Context: an optimization exercise on an open-source flow, tuned for small area, a short achievable clock period and few clock cycles per item. The choices shown serve that exercise and are no tape-out recipe. At most, simulation tests tie the RTL to the original design; equivalence was not proved. Power and IR drop assume default switching activity.

==> build 18: inputs <==
// xlate_unit
module xlate_unit (
    input  wire        clk,
    input  wire        rst,      
    input  wire        start,    
    input  wire [31:0] rate,     
    output reg         ready,
    output reg         done,     
    output reg         err,      
    output wire [31:0] full,
    output wire [31:0] half
);
==> module xlate_unit, before the edit <==
module xlate_unit (
    input  wire        clk,
    input  wire        rst,      
    input  wire        start,    
    input  wire [31:0] rate,     
    output reg         ready,
    output reg         done,     
    output reg         err,      
    output wire [31:0] full,
    output wire [31:0] half
);
    localparam [29:0] NM1 = 30'd999999999;    
    localparam [30:0] NM2 = {NM1, 1'b0};
    reg        busy;         
    reg        ini;          
    reg [31:0] d;            
    reg [4:0]  cnt;          
    reg        nb;           
    reg [29:0] fq;           
    reg [29:0] hq;           
    assign full = {2'b00, fq};
    assign half = {3'b000, hq[28:0]};
    reg [4:0]  c0;
    reg        nb0;
    reg [29:0] r0;
    integer i;
    always @* begin
        c0  = 5'd0;
        nb0 = NM1[0];
        r0  = NM1 >> 1;
        for (i = 0; i < 30; i = i + 1)
            if (d[i]) begin
                c0  = 5'd29 - i;
                nb0 = NM1[29 - i];
                r0  = NM1 >> (30 - i);
            end
        if (d[30]) begin
            c0  = 5'd0;
            nb0 = NM1[0];
            r0  = NM1 >> 1;
        end
    end
    wire bad = d[31] | (d[30:0] == 31'd0);
    wire [30:0] rem_sh = {hq, nb};
    wire [31:0] diff   = {1'b0, rem_sh} - {1'b0, d[30:0]};
    wire        fits   = ~diff[31];
    wire        last   = (cnt == 5'd0);
    wire [28:0] hinc   = fq[28:0] + 29'd1;
    always @(posedge clk) begin
        if (~busy)
            d <= rate;
        if (ini) begin
            cnt <= c0;
            nb  <= nb0;
        end else begin
            cnt <= cnt - 5'd1;
            nb  <= NM2[cnt];
        end
    end
    always @(posedge clk) begin
        if (rst) begin
            busy  <= 1'b0;
            ready <= 1'b1;
            ini   <= 1'b0;
            done  <= 1'b0;
            fq    <= 30'd0;
            hq    <= 30'd0;
        end else begin
            done <= 1'b0;
            if (~busy) begin
                if (start) begin
                    busy  <= 1'b1;
                    ready <= 1'b0;
                    ini   <= 1'b1;
                end
            end else if (ini) begin
                ini <= 1'b0;
                if (bad) begin
                    busy  <= 1'b0;
                    ready <= 1'b1;
                    done  <= 1'b1;
                    err   <= 1'b1;
                end else begin
                    fq <= 30'd0;
                    hq <= r0;
                end
            end else if (last) begin
                hq    <= {1'b0, hinc};
                fq    <= fits ? {hinc, 1'b0} : {fq[28:0], 1'b1};
                busy  <= 1'b0;
                ready <= 1'b1;
                done  <= 1'b1;
                err   <= 1'b0;
            end else begin
                hq <= fits ? diff[29:0] : rem_sh[29:0];
                fq <= {fq[28:0], fits};
            end
        end
    end
endmodule
==> flow/config.mk <==
export PLATFORM = sky130hd
export DESIGN_NAME = xlate_unit
export DESIGN_NICKNAME = xlate_unit
export VERILOG_FILES = /design/flow/design.v
export SDC_FILE = /design/flow/constraint.sdc
export NUM_CORES = 4
export LEC_CHECK = 0
export CAP_MARGIN = 20
export CORE_MARGIN = 2
export CORE_UTILIZATION = 40
export SLEW_MARGIN = 20
==> flow/constraint.sdc <==
create_clock -name core_clock -period 10.0 [get_ports {clk}]
set_input_delay 2.0000 -clock core_clock [delete_from_list [all_inputs] [get_ports {clk}]]
set_output_delay 2.0000 -clock core_clock [all_outputs]
set_load 0.01 [all_outputs]
standard.sh (not shown) runs the stock make flow with config.mk's settings and CLKGATE_MAP_FILE= SYNTH_SCRIPT=/design/flow/synth_recipe.tcl, a recipe that flattens the netlist after the stock synthesis.
==> flow/flow/run.sh <==
#!/bin/bash
# Standard ORFS layout (the standard.sh: unchanged synthesis, SDC and
# clock period), with two layout settings passed to make:
# - repair_timing aims for more setup slack than the clock needs, so the
#   achieved period shrinks;
# - ports are buffered with buf_2 cells instead of the default buffer.
set -euo pipefail
bash standard.sh \
  SETUP_SLACK_MARGIN=7.0 \
  BUFFER_PORTS_ARGS="-buffer_cell sky130_fd_sc_hd__buf_2" \
  finish > standard.log 2>&1
==> build 6: changes against build 18 <==
--- a/flow/design.v
+++ b/flow/design.v
@@ -43,6 +43,7 @@
     wire bad = d[31] | (d[30:0] == 31'd0);
     wire [30:0] rem_sh = {hq, nb};
-    wire [31:0] diff   = {1'b0, rem_sh} - {1'b0, d[30:0]};
-    wire        fits   = ~diff[31];
+    wire [30:0] diff;
+    wire        fits;
+    sub31 u_sub (.a(rem_sh), .b(d[30:0]), .diff(diff), .co(fits));
     wire        last   = (cnt == 5'd0);
     wire [28:0] hinc   = fq[28:0] + 29'd1;
@@ -99,2 +100,114 @@
     end
 endmodule
+module sub31(input [30:0] a, input [30:0] b, output [30:0] diff, output co);
+    wire [30:0] g = a & ~b;
+    wire [30:0] p = a | ~b;
+    wire [30:0] t = a ^ ~b;
+    wire gl0 = g[0] | p[0];
+    wire G0 = g[1] | (p[1] & gl0);
+    wire G1 = g[3] | (p[3] & g[2]);
+    wire P1 = p[3] & p[2];
+    wire G2 = g[5] | (p[5] & g[4]);
+    wire P2 = p[5] & p[4];
+    wire G3 = g[7] | (p[7] & g[6]);
+    wire P3 = p[7] & p[6];
+    wire G4 = g[9] | (p[9] & g[8]);
+    wire P4 = p[9] & p[8];
+    wire G5 = g[11] | (p[11] & g[10]);
+    wire P5 = p[11] & p[10];
+    wire G6 = g[13] | (p[13] & g[12]);
+    wire P6 = p[13] & p[12];
+    wire G7 = g[15] | (p[15] & g[14]);
+    wire P7 = p[15] & p[14];
+    wire G8 = g[17] | (p[17] & g[16]);
+    wire P8 = p[17] & p[16];
+    wire G9 = g[19] | (p[19] & g[18]);
+    wire P9 = p[19] & p[18];
+    wire G10 = g[21] | (p[21] & g[20]);
+    wire P10 = p[21] & p[20];
+    wire G11 = g[23] | (p[23] & g[22]);
+    wire P11 = p[23] & p[22];
+    wire G12 = g[25] | (p[25] & g[24]);
+    wire P12 = p[25] & p[24];
+    wire G13 = g[27] | (p[27] & g[26]);
+    wire P13 = p[27] & p[26];
+    wire G14 = g[29] | (p[29] & g[28]);
+    wire P14 = p[29] & p[28];
+    wire G15 = G1 | (P1 & G0);
+    wire G16 = G3 | (P3 & G2);
+    wire P16 = P3 & P2;
+    wire G17 = G5 | (P5 & G4);
+    wire P17 = P5 & P4;
+    wire G18 = G7 | (P7 & G6);
+    wire P18 = P7 & P6;
+    wire G19 = G9 | (P9 & G8);
+    wire P19 = P9 & P8;
+    wire G20 = G11 | (P11 & G10);
+    wire P20 = P11 & P10;
+    wire G21 = G13 | (P13 & G12);
+    wire P21 = P13 & P12;
+    wire G22 = G16 | (P16 & G15);
+    wire G23 = G18 | (P18 & G17);
+    wire P23 = P18 & P17;
+    wire G24 = G20 | (P20 & G19);
+    wire P24 = P20 & P19;
+    wire G25 = G23 | (P23 & G22);
+    wire G26 = G24 | (P24 & G25);
+    wire G27 = G17 | (P17 & G22);
+    wire G28 = G19 | (P19 & G25);
+    wire G29 = G21 | (P21 & G26);
+    wire G30 = G2 | (P2 & G15);
+    wire G31 = G4 | (P4 & G22);
+    wire G32 = G6 | (P6 & G27);
+    wire G33 = G8 | (P8 & G25);
+    wire G34 = G10 | (P10 & G28);
+    wire G35 = G12 | (P12 & G26);
+    wire G36 = G14 | (P14 & G29);
+    wire G37 = g[2] | (p[2] & G0);
+    wire G38 = g[4] | (p[4] & G15);
+    wire G39 = g[6] | (p[6] & G30);
+    wire G40 = g[8] | (p[8] & G22);
+    wire G41 = g[10] | (p[10] & G31);
+    wire G42 = g[12] | (p[12] & G27);
+    wire G43 = g[14] | (p[14] & G32);
+    wire G44 = g[16] | (p[16] & G25);
+    wire G45 = g[18] | (p[18] & G33);
+    wire G46 = g[20] | (p[20] & G28);
+    wire G47 = g[22] | (p[22] & G34);
+    wire G48 = g[24] | (p[24] & G26);
+    wire G49 = g[26] | (p[26] & G35);
+    wire G50 = g[28] | (p[28] & G29);
+    wire G51 = g[30] | (p[30] & G36);
+    assign diff[0] = ~t[0];
+    assign diff[1] = t[1] ^ gl0;
+    assign diff[2] = t[2] ^ G0;
+    assign diff[3] = t[3] ^ G37;
+    assign diff[4] = t[4] ^ G15;
+    assign diff[5] = t[5] ^ G38;
+    assign diff[6] = t[6] ^ G30;
+    assign diff[7] = t[7] ^ G39;
+    assign diff[8] = t[8] ^ G22;
+    assign diff[9] = t[9] ^ G40;
+    assign diff[10] = t[10] ^ G31;
+    assign diff[11] = t[11] ^ G41;
+    assign diff[12] = t[12] ^ G27;
+    assign diff[13] = t[13] ^ G42;
+    assign diff[14] = t[14] ^ G32;
+    assign diff[15] = t[15] ^ G43;
+    assign diff[16] = t[16] ^ G25;
+    assign diff[17] = t[17] ^ G44;
+    assign diff[18] = t[18] ^ G33;
+    assign diff[19] = t[19] ^ G45;
+    assign diff[20] = t[20] ^ G28;
+    assign diff[21] = t[21] ^ G46;
+    assign diff[22] = t[22] ^ G34;
+    assign diff[23] = t[23] ^ G47;
+    assign diff[24] = t[24] ^ G26;
+    assign diff[25] = t[25] ^ G48;
+    assign diff[26] = t[26] ^ G35;
+    assign diff[27] = t[27] ^ G49;
+    assign diff[28] = t[28] ^ G29;
+    assign diff[29] = t[29] ^ G50;
+    assign diff[30] = t[30] ^ G36;
+    assign co = G51;
+endmodule
==> flow/flow/run.sh (replaced) <==
#!/bin/bash
set -euo pipefail
bash standard.sh \
  SETUP_SLACK_MARGIN=8.0 \
  BUFFER_PORTS_ARGS="-buffer_cell sky130_fd_sc_hd__buf_1" \
  finish > standard.log 2>&1
==> comparison table <==
Outcome: build 6 finished clean; build 18 finished clean
Critical path fanouts, max: build 6 3; build 18 6
GPL Wtd Cong: build 6 0.963; build 18 1.01
Met3 Usage GRT: build 6 0.0608; build 18 0.0372
Most frequent CP cell: build 6 sky130_fd_sc_hd__fa_2; build 18 sky130_fd_sc_hd__o31ai_4
Met1 Use GR: build 6 0.443; build 18 0.370
Area taken by multi-input logic gates: build 6 6180 µm²; build 18 6100 µm²
Via total after detailed routing: build 6 9253; build 18 8970
Arrival time of data at the critical path endpoint: build 6 3550 ps; build 18 3350 ps
Clock network power: build 6 409 µW; build 18 355 µW
Vertical die dimension: build 6 151 µm; build 18 149 µm
Sequential fraction of design power: build 6 0.310; build 18 0.321
Routed met3 length: build 6 3.68 mm; build 18 2.42 mm
Synthesized area per cell: build 6 8.04 µm²; build 18 7.72 µm²
Non-clock buffer share of cell area: build 6 0.195; build 18 0.128
Area of the placeable core: build 6 21100 µm²; build 18 20900 µm²
Multi-input gate count: build 6 796; build 18 849
Post-cts repair resize count: build 6 264; build 18 93
TritonRoute pass-1 iters: build 6 7; build 18 6
Multiplexer area fraction after synthesis: build 6 0.0104; build 18 0.0223
Fin crit period: build 6 3290 ps; build 18 3120 ps
Growth of design area from synthesis to finish: build 6 40.2%; build 18 26.5%
Testbench counts of build 6, summed over its fixed seeds: cycles 53,932, items 3,200.
No functional check of the RTL was part of build 18.

## static timing again, ports no longer ideal
How much do the figures lean on ideal ports? The routed layouts below were timed once more, with nothing changed but the port constraints. Step 1, drivers: a clkbuf_16 drives clk and a buf_2 each remaining input, both assumed. Step 2 moves the port delays by t, midway between the first and last clock arrival at a register: inputs arrive t later, outputs are due t later. That takes back most of the time a late clock gives input paths. Three values: ideal ports, drivers, drivers and shift; two values: the first two.
| run | t (ns) | setup slack, ns | latest minus earliest clock arrival (ns) | slew at the worst register clock pin (ns) |
|---|---|---|---|---|
| build 18 | 0.410 | 6.881 / 6.881 / 6.638 | 0.012 / 0.011 | 0.08 / 0.08 |
| build 6 | 0.414 | 6.706 / 6.706 / 6.706 | 0.011 / 0.011 | 0.08 / 0.08 |
After both steps setup and hold are still met in every run listed. The setup slack of build 18, which loses most, moves by 0.000 ns with the drivers and by -0.243 ns with both steps.
